What follows belongs to an exercise in optimizing a design on an open flow for small area; a production flow would make more cautious choices. Function was checked by simulation only, so behaviour that the tests miss may differ from the original. Power is estimated from default activity; no workload was simulated.

### config.mk
export PLATFORM = sky130hd
export DESIGN_NAME = ow_slave
export DESIGN_NICKNAME = ow_slave
export VERILOG_FILES = /design/flow/design.v
export SDC_FILE = /design/flow/constraint.sdc
export NUM_CORES = 4
export LEC_CHECK = 0
export CAP_MARGIN = 20
export CORE_MARGIN = 2
export CORE_UTILIZATION = 40
export CTS_BUF_LIST = sky130_fd_sc_hd__clkbuf_8
export CTS_CLUSTER_SIZE = 30
export PLACE_DENSITY = 0.6
export SLEW_MARGIN = 20
export SYNTH_HIERARCHICAL = 1
### constraint.sdc
create_clock -name core_clock -period 12.0 [get_ports {clk}]
set_input_delay 2.4000 -clock core_clock [delete_from_list [all_inputs] [get_ports {clk}]]
set_output_delay 2.4000 -clock core_clock [all_outputs]
set_load 0.01 [all_outputs]
### design.v
module ow_slave (
    input  wire       clk,
    input  wire       rst,
    input  wire       ow_in,
    output wire       ow_oe,
    input  wire       h_valid,
    input  wire [3:0] h_op,
    input  wire [7:0] h_a,
    input  wire [7:0] h_b,
    output reg        h_ack,
    output reg        h_ok,
    output reg  [7:0] h_rdata,
    output wire       busy,
    output wire       crit,
    output wire [2:0] err,
    output wire [7:0] err_cmd,
    output wire       od,
    output wire       attached,
    output wire       dispatched,
    output wire [3:0] phase,
    output wire [2:0] bt
);
    localparam [3:0] PH_IDLE         = 4'd0,
                     PH_WAIT_RESET   = 4'd1,
                     PH_CONFIRM_RESET= 4'd2,
                     PH_PRES_DELAY   = 4'd3,
                     PH_PRES_DRIVE   = 4'd4,
                     PH_PRES_RELEASE = 4'd5,
                     PH_RX_CMD       = 4'd6,
                     PH_D_RX_CMD     = 4'd7,
                     PH_D_RX_TA1     = 4'd8,
                     PH_D_RX_TA2     = 4'd9,
                     PH_D_TX_CRC1    = 4'd10,
                     PH_D_TX_DATA    = 4'd11,
                     PH_D_TX_CRC2    = 4'd12;
    localparam [2:0] BT_WAIT_HIGH = 3'd0,
                     BT_WAIT_FALL = 3'd1,
                     BT_SAMPLE    = 3'd2,
                     BT_DRIVE     = 3'd3,
                     BT_HOLD      = 3'd4;
    localparam [2:0] E_NONE          = 3'd0,
                     E_VERY_LONG_RST = 3'd2,
                     E_PRESENCE_LOW  = 3'd3,
                     E_SLOT_TIMEOUT  = 3'd4,
                     E_FIRST_BIT_TO  = 3'd5,
                     E_BAD_CMD       = 3'd6;
    localparam [3:0] OP_NOP        = 4'd0,
                     OP_POLL       = 4'd1,
                     OP_CLEAR_ERR  = 4'd2,
                     OP_ATTACH     = 4'd3,
                     OP_DETACH     = 4'd4,
                     OP_SET_OD     = 4'd5,
                     OP_MEM_WRITE  = 4'd6,
                     OP_MEM_READ   = 4'd7,
                     OP_SET_USED   = 4'd8,
                     OP_SET_REDIR  = 4'd9,
                     OP_GET_REDIR  = 4'd10,
                     OP_CLR_STATUS = 4'd11,
                     OP_STATUS_RD  = 4'd12,
                     OP_TRANSLATE  = 4'd13;
    localparam [11:0] C_IDLE     = 12'd4000,
                      C_HIGH     = 12'd500,
                      C_LOW1     = 12'd1999;       
    reg [3:0]  phase_r;
    reg [2:0]  bt_r;
    reg [11:0] cnt;
    reg [3:0]  hi;
    reg [2:0]  err_r;
    reg [7:0]  err_cmd_r;
    reg        od_r;
    reg        attached_r;
    reg        dispatched_r;
    reg [2:0]  bit_r;
    reg [7:0]  sh;         
    reg        rd_ok;      
    reg [7:0]  crc8;
    reg [3:0]  used;       
    reg [1:0]  redir [0:3];   
    reg [7:0]  mem   [0:127];
    wire idle = (phase_r == PH_IDLE);
    assign ow_oe      = (phase_r == PH_PRES_DRIVE) || (bt_r == BT_DRIVE);
    assign busy       = !idle;
    assign crit       = (phase_r >= PH_RX_CMD);
    assign err        = err_r;
    assign err_cmd    = err_cmd_r;
    assign od         = od_r;
    assign attached   = attached_r;
    assign dispatched = dispatched_r;
    assign phase      = phase_r;
    assign bt         = bt_r;
    wire [7:0] xa     = idle ? h_a : sh;
    wire [1:0] xr     = redir[xa[6:5]];
    wire       xredir = !xa[7] && (xr != 2'd0);
    wire [7:0] xtr    = xredir ? {1'b0, xr, xa[4:0]} : xa;
    wire [6:0] raddr  = idle ? h_a[6:0] : xtr[6:0];
    wire        mem_we = h_valid && idle && (h_op == OP_MEM_WRITE) && !h_a[7];
    wire [15:0] nA;
    wire [7:0]  nB, nBw;
    wire [127:0] dec, en;
    genvar g, b;
    generate
        for (g = 0; g < 16; g = g + 1) begin : g_pa
            assign nA[g] = ~((raddr[6:3] == g) | rst);
        end
        for (g = 0; g < 8; g = g + 1) begin : g_pb
            assign nB[g]  = ~((raddr[2:0] == g) | rst);
            assign nBw[g] = ~(((raddr[2:0] == g) & mem_we) | rst);
        end
        for (g = 0; g < 128; g = g + 1) begin : g_dec
            ow_nor2 u_d (.a(nA[g >> 3]), .b(nB[g & 7]),  .y(dec[g]));
            ow_nor2 u_e (.a(nA[g >> 3]), .b(nBw[g & 7]), .y(en[g]));
        end
    endgenerate
    wire [7:0] rd;
    generate
        for (b = 0; b < 8; b = b + 1) begin : g_rd
            wire [42:0] l1;
            wire [10:0] l2;
            wire [2:0]  l3;
            for (g = 0; g < 42; g = g + 1) begin : g_l1
                ow_a222oi u (.a1(dec[3*g]),   .a2(mem[3*g][b]),
                             .b1(dec[3*g+1]), .b2(mem[3*g+1][b]),
                             .c1(dec[3*g+2]), .c2(mem[3*g+2][b]), .y(l1[g]));
            end
            ow_a22oi u_l1e (.a1(dec[126]), .a2(mem[126][b]), .b1(dec[127]), .b2(mem[127][b]), .y(l1[42]));
            for (g = 0; g < 10; g = g + 1) begin : g_l2
                ow_nand4 u (.a(l1[4*g]), .b(l1[4*g+1]), .c(l1[4*g+2]), .d(l1[4*g+3]), .y(l2[g]));
            end
            ow_nand3 u_l2e (.a(l1[40]), .b(l1[41]), .c(l1[42]), .y(l2[10]));
            ow_nor4 u_l3a (.a(l2[0]), .b(l2[1]), .c(l2[2]), .d(l2[3]), .y(l3[0]));
            ow_nor4 u_l3b (.a(l2[4]), .b(l2[5]), .c(l2[6]), .d(l2[7]), .y(l3[1]));
            ow_nor3 u_l3c (.a(l2[8]), .b(l2[9]), .c(l2[10]), .y(l3[2]));
            ow_nand3 u_l4 (.a(l3[0]), .b(l3[1]), .c(l3[2]), .y(rd[b]));
        end
    endgenerate
    wire accept = h_valid && !rst && idle;
    always @* begin
        h_ack   = 1'b0;
        h_ok    = 1'b0;
        h_rdata = 8'h00;
        if (accept) begin
            h_ack = 1'b1;
            case (h_op)
                OP_NOP:        h_ok = 1'b1;
                OP_POLL:       h_ok = attached_r;
                OP_CLEAR_ERR:  h_ok = 1'b1;
                OP_ATTACH:     h_ok = !attached_r;
                OP_DETACH:     h_ok = attached_r;
                OP_SET_OD:     h_ok = 1'b1;
                OP_MEM_WRITE:  h_ok = !h_a[7];
                OP_MEM_READ: begin
                    h_ok    = !h_a[7];
                    h_rdata = h_a[7] ? 8'hFF : rd;
                end
                OP_SET_USED:   h_ok = 1'b1;
                OP_SET_REDIR:  h_ok = (h_a[7:2] == 6'd0) && (h_b[7:2] == 6'd0);
                OP_GET_REDIR: begin
                    h_ok = 1'b1;
                    if (h_a[7:2] == 6'd0) h_rdata = {6'd0, redir[h_a[1:0]]};
                end
                OP_CLR_STATUS: h_ok = 1'b1;
                OP_STATUS_RD: begin
                    if (h_a[7:3] == 5'd0) begin
                        h_ok = 1'b1;
                        case (h_a[2:0])
                            3'd0:    h_rdata = {used, 4'hF};
                            3'd5,
                            3'd6:    h_rdata = 8'hFF;
                            3'd7:    h_rdata = 8'h00;
                            default: h_rdata = {6'h3F, ~redir[h_a[1:0] - 2'd1]};
                        endcase
                    end
                end
                OP_TRANSLATE: begin
                    h_ok    = 1'b1;
                    h_rdata = xtr;
                end
                default: ;
            endcase
        end
    end
    wire [7:0] mem_d = h_b | {8{rst}};
    generate
        for (g = 0; g < 128; g = g + 1) begin : g_mem
            always @(posedge clk)
                if (en[g]) mem[g] <= mem_d;
        end
    endgenerate
    wire cnt_last = (cnt == 12'd1);
    wire [11:0] cnt_dec = cnt - 12'd1;
    wire send_phase = (phase_r == PH_D_TX_CRC1) || (phase_r == PH_D_TX_DATA) ||
                      (phase_r == PH_D_TX_CRC2);
    wire data_phase = (phase_r == PH_D_TX_DATA);
    wire tx_bit   = data_phase ? rd[bit_r] : crc8[0];
    wire slot_bit = send_phase ? tx_bit : ow_in;
    wire crc_mix  = crc8[0] ^ slot_bit;
    wire [7:0] crc_fold = {1'b0, crc8[7:1]} ^ (crc_mix ? 8'h8C : 8'h00);
    wire [7:0] rx_byte  = {ow_in, sh[7:1]};
    wire slot_done = ((bt_r == BT_SAMPLE) && (ow_in || cnt_last)) ||
                     (((bt_r == BT_DRIVE) || (bt_r == BT_HOLD)) && cnt_last);
    wire [11:0] p_slot_max = od_r ? 12'd8  : 12'd60;
    wire [11:0] p_write0   = od_r ? 12'd4  : 12'd30;
    wire [11:0] p_read_min = od_r ? 12'd2  : 12'd15;
    wire [11:0] p_read_max = od_r ? 12'd6  : 12'd45;
    wire [11:0] p_pres     = od_r ? 12'd12 : 12'd120;    
    wire [11:0] p_low_pre  = od_r ? (12'd2000 - 12'd14) : (12'd2000 - 12'd105);
    wire        low_short  = od_r ? (cnt > 12'd1952) : (cnt > 12'd1520);
    wire        low_normal = (cnt <= 12'd1520);           
    wire [8:0] next_addr = {1'b0, sh} + 9'd1;
    always @(posedge clk) begin
        if (rst) begin
            phase_r      <= PH_IDLE;
            bt_r         <= BT_WAIT_HIGH;
            err_r        <= E_NONE;
            err_cmd_r    <= 8'h00;
            od_r         <= 1'b0;
            attached_r   <= 1'b0;
            dispatched_r <= 1'b0;
            used         <= 4'hF;
            redir[0]     <= 2'd0;
            redir[1]     <= 2'd0;
            redir[2]     <= 2'd0;
            redir[3]     <= 2'd0;
        end else if (idle) begin
            if (h_valid) begin
                case (h_op)
                    OP_POLL: begin
                        err_r        <= E_NONE;
                        dispatched_r <= 1'b0;
                        if (attached_r) begin
                            phase_r <= PH_WAIT_RESET;
                            hi      <= 4'd0;
                            cnt     <= C_IDLE;
                        end
                    end
                    OP_CLEAR_ERR: err_r <= E_NONE;
                    OP_ATTACH:    attached_r <= 1'b1;
                    OP_DETACH:    attached_r <= 1'b0;
                    OP_SET_OD:    od_r <= h_a[0];
                    OP_SET_USED:  if (h_a[7:2] == 6'd0) used[h_a[1:0]] <= 1'b0;
                    OP_SET_REDIR: begin
                        if ((h_a[7:2] == 6'd0) && (h_b[7:2] == 6'd0))
                            redir[h_a[1:0]] <= (h_a[1:0] == h_b[1:0]) ? 2'd0 : h_b[1:0];
                    end
                    OP_CLR_STATUS: begin
                        used     <= 4'hF;
                        redir[0] <= 2'd0;
                        redir[1] <= 2'd0;
                        redir[2] <= 2'd0;
                        redir[3] <= 2'd0;
                    end
                    default: ;
                endcase
            end
        end else begin
            case (phase_r)
                PH_WAIT_RESET: begin
                    if (!ow_in && (hi == 4'd10)) begin
                        phase_r <= PH_CONFIRM_RESET;
                        cnt     <= C_LOW1;
                    end else begin
                        if (ow_in)
                            hi <= (hi == 4'd10) ? 4'd10 : hi + 4'd1;
                        else
                            hi <= 4'd0;
                        cnt <= cnt_dec;
                        if (cnt_last) begin
                            dispatched_r <= 1'b0;
                            phase_r      <= PH_IDLE;
                        end
                    end
                end
                PH_CONFIRM_RESET: begin
                    if (!ow_in) begin
                        cnt <= cnt_dec;
                        if (cnt_last) begin
                            err_r        <= E_VERY_LONG_RST;
                            dispatched_r <= 1'b0;
                            phase_r      <= PH_IDLE;
                        end
                    end else if (low_short) begin
                        phase_r <= PH_WAIT_RESET;
                        hi      <= 4'd1;
                        cnt     <= C_IDLE;
                    end else begin
                        phase_r <= PH_PRES_DELAY;
                        if (od_r && low_normal) begin
                            od_r <= 1'b0;
                            cnt  <= 12'd30;
                        end else begin
                            cnt  <= od_r ? 12'd4 : 12'd30;
                        end
                    end
                end
                PH_PRES_DELAY: begin
                    cnt <= cnt_dec;
                    if (cnt_last) begin
                        phase_r <= PH_PRES_DRIVE;
                        cnt     <= p_pres;
                    end
                end
                PH_PRES_DRIVE: begin
                    cnt <= cnt_dec;
                    if (cnt_last) begin
                        phase_r <= PH_PRES_RELEASE;
                        cnt     <= p_pres;
                    end
                end
                PH_PRES_RELEASE: begin
                    if (ow_in) begin
                        phase_r <= PH_RX_CMD;
                        bit_r   <= 3'd0;
                        bt_r    <= BT_WAIT_HIGH;
                        cnt     <= p_slot_max;
                    end else begin
                        cnt <= cnt_dec;
                        if (cnt_last) begin
                            err_r        <= E_PRESENCE_LOW;
                            dispatched_r <= 1'b0;
                            phase_r      <= PH_IDLE;
                        end
                    end
                end
                default: begin
                    case (bt_r)
                        BT_WAIT_HIGH: begin
                            if (ow_in) begin
                                bt_r <= BT_WAIT_FALL;
                                cnt  <= C_HIGH;
                            end else begin
                                cnt <= cnt_dec;
                                if (cnt_last) begin
                                    phase_r <= PH_CONFIRM_RESET;
                                    cnt     <= p_low_pre;
                                end
                            end
                        end
                        BT_WAIT_FALL: begin
                            if (!ow_in) begin
                                if (send_phase) begin
                                    if (!tx_bit) begin
                                        bt_r <= BT_DRIVE;
                                        cnt  <= p_write0;
                                    end else begin
                                        bt_r <= BT_HOLD;
                                        cnt  <= p_read_max;
                                    end
                                end else begin
                                    bt_r <= BT_SAMPLE;
                                    cnt  <= p_read_min;
                                end
                            end else begin
                                cnt <= cnt_dec;
                                if (cnt_last) begin
                                    err_r        <= (bit_r == 3'd0) ? E_FIRST_BIT_TO : E_SLOT_TIMEOUT;
                                    dispatched_r <= 1'b0;
                                    phase_r      <= PH_IDLE;
                                    bt_r         <= BT_WAIT_HIGH;
                                end
                            end
                        end
                        default: begin
                            if (!slot_done) begin
                                cnt <= cnt_dec;
                            end else begin
                                bit_r <= bit_r + 3'd1;
                                bt_r  <= BT_WAIT_HIGH;
                                cnt   <= p_slot_max;
                                if (phase_r <= PH_D_RX_TA1) sh <= rx_byte;
                                if (phase_r == PH_D_RX_TA2 && ow_in) rd_ok <= 1'b0;
                                if (data_phase || !send_phase)
                                    crc8 <= crc_fold;
                                else
                                    crc8 <= {1'b0, crc8[7:1]};
                                if (bit_r == 3'd7) begin
                                    case (phase_r)
                                        PH_RX_CMD: begin
                                            if (rx_byte == 8'hCC) begin
                                                crc8    <= 8'h00;
                                                phase_r <= PH_D_RX_CMD;
                                            end else begin
                                                err_cmd_r    <= rx_byte;
                                                err_r        <= E_BAD_CMD;
                                                dispatched_r <= 1'b0;
                                                phase_r      <= PH_IDLE;
                                            end
                                        end
                                        PH_D_RX_CMD: begin
                                            rd_ok   <= (rx_byte == 8'hF0);
                                            phase_r <= PH_D_RX_TA1;
                                        end
                                        PH_D_RX_TA1: begin
                                            phase_r <= PH_D_RX_TA2;
                                        end
                                        PH_D_RX_TA2: begin
                                            if (rd_ok && !ow_in) begin
                                                phase_r <= PH_D_TX_CRC1;
                                            end else begin
                                                dispatched_r <= 1'b1;
                                                phase_r      <= PH_IDLE;
                                            end
                                        end
                                        PH_D_TX_CRC1: begin
                                            phase_r <= sh[7] ? PH_D_TX_CRC2 : PH_D_TX_DATA;
                                        end
                                        PH_D_TX_DATA: begin
                                            sh      <= next_addr[7:0];
                                            phase_r <= next_addr[7] ? PH_D_TX_CRC2 : PH_D_TX_DATA;
                                        end
                                        default: begin
                                            dispatched_r <= 1'b1;
                                            phase_r      <= PH_IDLE;
                                        end
                                    endcase
                                end
                            end
                        end
                    endcase
                end
            endcase
        end
    end
endmodule
module ow_nor2(input a, b, output y); assign y = ~(a | b); endmodule
module ow_nand3(input a, b, c, output y); assign y = ~(a & b & c); endmodule
module ow_nand4(input a, b, c, d, output y); assign y = ~(a & b & c & d); endmodule
module ow_nor3(input a, b, c, output y); assign y = ~(a | b | c); endmodule
module ow_nor4(input a, b, c, d, output y); assign y = ~(a | b | c | d); endmodule
module ow_a22oi(input a1, a2, b1, b2, output y); assign y = ~((a1 & a2) | (b1 & b2)); endmodule
module ow_a222oi(input a1, a2, b1, b2, c1, c2, output y);
    assign y = ~((a1 & a2) | (b1 & b2) | (c1 & c2));
endmodule
### run.sh
#!/bin/bash
# synth_recipe.tcl (not shown) runs the flow's synth.tcl, then flattens the netlist and writes it again
# the make line also repeats each setting of config.mk as NAME=value (left out here)
make -C /OpenROAD-flow-scripts/flow DESIGN_CONFIG=/design/flow/config.mk WORK_HOME=/design/flow/orfs CLKGATE_MAP_FILE= SYNTH_SCRIPT=/design/flow/synth_recipe.tcl finish
==> results.toml, run 1 <==
[synth]
avgSynthCellArea_um2 = 16.4
yosysUniqueCellTypes = 85
synth_area_leader_cell = "edfxtp_1"
netlist_area_mm2 = 0.0427
synth_top_area_share_pct = 75.1
ys_warn_count = 9
synthTopCellsByArea = "edfxtp_1, a222oi_1, nor2_1"
synth-seq-cells = 1093
synth_edf_count = 1068
ys_seq_area_share_pct = 76.2
synth_top_flop_cell = "edfxtp_1"
synthCells = 2598
async_flop_share_pct = 0
syn-num-nets = 2641

[placement]
dp_hpwl_mm = 76.0
globalplace.congestion = 0.958
post_dp_cell_area_mm2 = 0.0452
portBuffers = 57

[critical_path]
cp_slowest_cell = "a31oi_4"
crit_type = "in -> out"
r2r-end = "cnt[0]"
rr_worst_depth = 21
path_cells = "clkdlybuf4s50_1, inv_1, nor2_1, a21oi_1, a31oi_4, nor2_1, a222oi_1, nand4_1, nor4_2, nand3_1, o21ai_0, a21oi_1, clkdlybuf4s50_1"
critical_path_cell_count = 13
path_delay_family = "compound AO/OA/AOI/OAI gates"
worstSetupEndpoint = "h_rdata[3]"
worstPathRequired_ns = 9.60
timing.rr.start = "phase_r[0]"
critPathCaptureType = "primary output"
critPathArrivalTime_ns = 8.20
worstSetupStartpoint = "h_a[0]"
start_kind = "primary input"
path_buf_inv = 3
path_max_fanout = 17
max_stage_delay_ns = 1.03
regToRegSetupSlack_ns = 3.85

[sta]
skew_ns = 0.0589
setup_viol = 0
period_share_pct = 88.3
rsz0062_at_grt = "false"
setup_tns_ns = 0
finalCriticalPeriod_ns = 10.60
maxSlewViolCount = 0
max_freq_mhz = 94.3
hold_viol_final = 0
worstMarginPinSlew_ns = 1.20
slew_headroom_pct = 19.7

[clock_tree]
cts_root_buf = "clkbuf_8"
clk_pin_slew_ns = 0.06
clock-sinks = 1093
cts_setup_buffers = 0
numCtsBuffers = 174
clockBufferDepth = 3
cts_hold_buf = 0
cts_resized = 0
clk_latency_ns = 0.85
cts_htree_levels = 4
tritoncts = "yes"

[layout]
final_cell_mix = "edfxtp_1, nor2_1, a222oi_1"
area.growth.synth_to_final_pct = 13.4
drive_gt1_share_pct = 12.6
final_nets = 2857
layout_commonest_cell = "edfxtp_1"
final_area_mm2 = 0.0485

[global_routing]
grt_pass1_vias = 26575
antenna_found_initial = 5
overflow = 0
grt_pass1_wl_mm = 176
grt_max_degree = 88
track_usage_pct = 21.8

[worst_hold_path]
min_from = "used[3]"
hold_path.class = "reg -> reg"

[die]
core-area_mm2 = 0.106
die-area_mm2 = 0.109
fp.dieW_um = 331
rows = 119
die_h_um = 331
start_util_pct = 40.5
io_pins = 58

[route]
detail-route-antenna-nets = 0
vias = 27442
drc_errors = 0
wirelength_mm = 121
via_per_inst = 6.31
detailedRoute.firstPassIterationCount = 7
wire_per_inst_um = 27.9
first_iter_violations = 4812

[power_and_ir_drop]
power.total_mw = 7.99
leakage_nw = 15.1
powerDensity_mw_per_mm2 = 165
vdd_ir_drop_max_mv = 0.0903

[status]
status = "timing/DRC/antenna clean"

[job]
maxCapViolCount = 0
[metal layers]
layer  global-route usage (%)  vias to the layer above  part of all wire [%]
met2                     34.6                     1729                    47
met4                     7.99                        4                   3.2
met1                     29.0                    13791                    39
li1                         -                    11651                     -
met5                        0                        -                 0.023
met3                     5.40                      267                    11
[cell usage after synthesis (19+ instances only)]
master    number
nand3_1       40
clkbuf_1      40
nand2_1       87
a222oi_1     336
a31oi_1       27
nor2b_1       21
dfxtp_1       25
mux2i_1       21
ha_1          19
a21oi_1       72
o21ai_0       58
a211oi_1      21
nand4_1       89
nor2_1       339
or2_2         23
edfxtp_1    1068
[report_power, final]
group | switching (mW) | total (mW) | leakage [nW] | internal (mW)
combinational | 0.459 | 0.608 | 3.36 | 0.149
clock | 1.45 | 2.97 | 1.88 | 1.52
sequential | 0.0436 | 4.41 | 9.83 | 4.37
[cell type report]
cell class                      instances  area (µm²)
Clock buffer                          178        2450
Clock inverter                        137         806
Fill cell                            9009       57100
Tap cell                             1391        1740
Multi-Input combinational cell       1421        9880
Inverter                               20        75.1
Timing Repair Buffer                  104         918
Sequential cell                      1093       32600
Antenna cell                            3        7.51
[sequential cells by signal (all words and copies together) (netlist names), 4 cells and up]
name / count
phase_r: 4
sh: 8
err_cmd_r: 8
mem: 1024
cnt: 12
hi: 4
redir: 8
used: 4
crc8: 8
[worst min-delay path by stage]
stage,cells past startpoint,endpoint,slack (ns)
2_1_floorplan,1,used[0],0.42
3_3_place_gp,1,used[0],0.46
5_1_grt,1,used[0],0.50
4_1_cts,1,used[0],0.48
3_5_place_dp,1,used[1],0.46
6_report,1,used[3],0.47
[per-module statistics from Yosys (local to each module, per instance), a selection]
module,copies in the design,area [µm²],flip-flops and latches,cells
ow_a222oi,336,10.0,0,1
ow_a22oi,8,12.5,0,1
ow_nand3,16,5.00,0,1
ow_nor2,256,3.75,0,1
ow_nor3,8,10.0,0,1
ow_slave,1,37400,1093,1878
[through the flow]
step | hold slack, ns | cells | utilization [%] | setup WS, ns
global placement | 0.457 | 4029 | 42.8 | 1.65
detailed placement | 0.463 | 4029 | 42.8 | 1.62
global route | 0.496 | 4345 | 45.9 | 1.28
floorplan | 0.421 | 2598 | - | 3.69
CTS | 0.477 | 4344 | 45.9 | 1.59
finish | 0.474 | 4347 | 45.9 | 1.40
[worst register-to-register path: cells and delay by family, from the launching register on]
| family | cells | cell delay, ns |
|---|---|---|
| muxes | 4 | 0.99 |
| DFF | 1 | 0.32 |
| and+or+nand+nor | 6 | 1.95 |
| adders and majority gates | 1 | 0.23 |
| AOI/OAI and AO/OA | 6 | 3.15 |
| buffers and inverters | 4 | 1.24 |
[logic make-up (layout without fill, tap and decap cells)]
group | Yosys count | in the layout | synth area share (%)
AOI/OAI and AO/OA | 621 | 621 | 12.4
xor gates and xnor gates | 18 | 18 | 0.369
DFF | 1093 | 1093 | 76.2
adders and majority gates | 19 | 19 | 0.556
muxes | 31 | 31 | 0.940
other | 0 | 3 | 0
and+or+nand+nor | 732 | 732 | 8.69
buffers and inverters | 84 | 439 | 0.835
==> inputs of run 2 (changes only) <==
--- a/config.mk
+++ b/config.mk
@@ -9,6 +9,4 @@
 export CORE_MARGIN = 2
 export CORE_UTILIZATION = 40
-export CTS_BUF_LIST = sky130_fd_sc_hd__clkbuf_8
-export CTS_CLUSTER_SIZE = 30
 export PLACE_DENSITY = 0.6
 export SLEW_MARGIN = 20
==> run 2 against run 1 <==
  * Count of clock-buffer cells in the layout fell by 46
  * Clock skew fell by 0.025 ns
  * Largest power group unchanged
  * Worst hold slack got worse by 0.00089 ns
  * Sequential share of layout area fell by 0.42 points
  * Wire length fell by 0.90%
  * Register-to-register slack improved by 0.10 ns
  * Combinational power barely moved
  * Core utilization rose by 0.29 points
  * Non-clock buffer count did not move
  * Area after synthesis did not move
  * Still clean
  * Fmax barely moved
==> results.toml, run 2 <==
[status]
status = "timing/DRC/antenna clean"

[clock_tree]
numCtsBuffers = 109
cts_htree_levels = 3
clk_latency_ns = 0.69
clk_pin_slew_ns = 0.05
clock-sinks = 1093
clockBufferDepth = 3
cts_root_buf = "clkbuf_16"
cts_hold_buf = 0
tritoncts = "yes"
cts_setup_buffers = 0
cts_resized = 0

[job]
maxCapViolCount = 0

[synth]
synth_top_cells_by_count = "edfxtp_1, nor2_1, a222oi_1, nand4_1, nand2_1"
synth_most_common_cell = "edfxtp_1"
synth_edf_count = 1068
synth_top_flop_cell = "edfxtp_1"
synth_top_area_share_pct = 75.1
synthTopCellsByArea = "edfxtp_1, a222oi_1, nor2_1"
synth-seq-cells = 1093
async_flop_share_pct = 0
avgSynthCellArea_um2 = 16.4
syn-num-nets = 2641
yosysUniqueCellTypes = 85
ys_seq_area_share_pct = 76.2
ys_warn_count = 9
netlist_area_mm2 = 0.0427
synthCells = 2598
synth_area_leader_cell = "edfxtp_1"

[die]
io_pins = 58
die-area_mm2 = 0.109
core-area_mm2 = 0.106
die_h_um = 331
start_util_pct = 40.5
fp.dieW_um = 331
rows = 119

[layout]
stdcell_count = 4231
final_cell_mix = "edfxtp_1, nor2_1, a222oi_1"
area.growth.synth_to_final_pct = 14.1
top_regs = "mem (1024), cnt (12)"
drive_gt1_share_pct = 10.9
regMostFlops = "mem"
final_nets = 2792
layout_commonest_cell = "edfxtp_1"
largest_reg_flops = 1024

[global_routing]
antenna_found_initial = 4
grt_max_degree = 88
track_usage_pct = 21.5
grt_pass1_vias = 26009
overflow = 0
grt_pass1_wl_mm = 174

[power_and_ir_drop]
power.switching_mw = 1.92
powerDensity_mw_per_mm2 = 172
p_int_mw = 6.44
seqPwrFrac_pct = 52.7
comb_power_share_pct = 7.3
leakage_nw = 14.9
power.share.clock_pct = 40.0
vdd_ir_drop_max_mv = 0.129
swShare_pct = 23.0

[sta]
finalCriticalPeriod_ns = 10.61
skew_ns = 0.0337
max_freq_mhz = 94.3
worstMarginPinSlew_ns = 1.22
maxSlewViolCount = 0
slew_headroom_pct = 18.7
setup_tns_ns = 0
setup_ws_ns = 1.39
rsz0062_at_grt = "false"
hold_ws_ns = 0.473
setup_viol = 0
period_share_pct = 88.4
hold_viol_final = 0

[critical_path]
start_kind = "primary input"
path_max_fanout = 10
critPathArrivalTime_ns = 8.21
regToRegSetupSlack_ns = 3.95
crit_type = "in -> out"
rr_worst_depth = 21
critPathCaptureType = "primary output"
worstPathRequired_ns = 9.60
r2r-end = "cnt[0]"
timing.rr.start = "phase_r[0]"

[placement]
dp_hpwl_mm = 76.0
globalplace.congestion = 0.958
placed_cells = 4029
portBuffers = 57
pre_cts_ws_ns = 1.62

[route]
wire_per_inst_um = 28.4
detailedRoute.firstPassIterationCount = 8
via_per_inst = 6.39
first_iter_violations = 4768
wirelength_mm = 120
detail-route-antenna-nets = 0
drc_errors = 0
vias = 27045

[worst_hold_path]
hold_path.class = "reg -> reg"
worstHoldEndpoint = "used[3]"
min_from = "used[3]"
hold_depth = 1
-- run 2: power groups by stage --
stage | clock network, mW | logic, mW | registers [mW]
after floorplan | 0 | 0.344 | 4.47
after global placement | 0 | 0.582 | 4.48
after detailed placement | 0 | 0.597 | 4.49
after CTS | 3.40 | 0.598 | 4.41
after global routing | 3.56 | 0.639 | 4.42
final | 3.35 | 0.607 | 4.41
-- run 2: cell type report --
cell class	instances	area, µm²
sequential	1093	32600
clock inverter	68	686
tap	1391	1740
multi-input combinational	1421	9880
fill	8916	56800
clock buffer	132	2880
antenna	2	5.00
inverter	20	75.1
timing repair buffer	104	918
-- run 2: cells by family (layout without fill, tap and decap cells) --
group,Yosys count,after routing,share of synthesized area (%)
compound gates,621,621,12.4
xor+xnor,18,18,0.369
fa+ha+maj,19,19,0.556
buf+inv,84,324,0.835
flops,1093,1093,76.2
mux,31,31,0.940
other cells,0,2,0
simple gates,732,732,8.69
-- run 2: worst max-delay path by stage --
stage,start,endpoint,slack (ns),cells past startpoint
floorplan,h_a[5],h_rdata[1],3.69,17
global placement,h_a[5],h_rdata[1],1.65,18
detailed placement,h_a[5],h_rdata[1],1.62,17
CTS,h_a[5],h_rdata[1],1.59,17
global route,h_a[5],h_rdata[1],1.29,17
finish,h_a[5],h_rdata[1],1.39,17
-- run 2: Yosys stat by module, one instance, submodules excluded --
module     cells inside  area [µm²]
ow_slave           1878       37400
ow_a22oi              1        12.5
ow_nor4               1        12.5
ow_a222oi             1        10.0
ow_nor3               1        10.0
ow_nand4              1        6.26
ow_nand3              1        5.00
ow_nor2               1        3.75
-- run 2: routing by layer --
layer / global-route usage, % / wire length (µm) / part of all wire, % / up-vias
met4: 7.06 / 3980 / 3.3 / 4
met3: 4.58 / 12600 / 11 / 231
met1: 29.4 / 47200 / 39 / 13687
met5: 0 / 28 / 0.023 / -
li1: - / - / - / 11504
met2: 34.4 / 56200 / 47 / 1619
-- run 2: per-stage QoR --
step	utilization, %	instance area (µm²)	total power, mW
final	46.2	48800	8.36
after global routing	46.2	48800	8.62
after CTS	46.2	48700	8.41
after detailed placement	42.8	45200	5.09
after global placement	42.8	45200	5.07
after floorplan	-	42700	4.81
-- run 2: critical path: stages --
cell and delay (ns):
clkdlybuf4s50_1 0.73, mux2_2 0.39, nand3_1 0.09, a21oi_1 0.10, o21bai_4 0.21, or2_1 0.33, a31oi_2 0.73, nor2_1 0.31
a222oi_1 0.56, nand4_1 0.31, nor4_2 0.55, nand3_1 0.31, o21ai_0 0.25, o221ai_1 0.14, a21oi_1 0.18, nor2_1 0.09
clkdlybuf4s50_1 0.49

==> afterwards: timing with drivers on the ports <==
How much do the figures lean on ideal ports? The routed layouts below were timed once more, with nothing changed but the port constraints.
Step 1: set_driving_cell puts a clkbuf_16 on clk and a buf_2 on each other input, an assumption about the parent block.
Step 2, shift: input delay + t, output delay - t, t = (earliest + latest rising clock arrival at the registers) / 2. This alone moves slack from input paths to output paths.
Three values: ideal, step 1, step 2; two values: the first two.
| run | t (ns) | slack for setup (ns) | worst setup path at the end | worst register clock-pin slew, ns | worst data-port slew with drivers (ns) |
|---|---|---|---|---|---|
| run 1 | 0.883 | 1.398 / 1.190 / 1.190 | input to output | 0.08 / 0.08 | 0.22 |
| run 2 | 0.740 | 1.393 / 1.271 / 1.271 | input to output | 0.07 / 0.07 | 0.22 |
After both steps setup and hold are still met in every run listed. For run 1, which loses most, drivers alone change the setup slack by -0.208 ns; drivers and shift together by -0.208 ns.
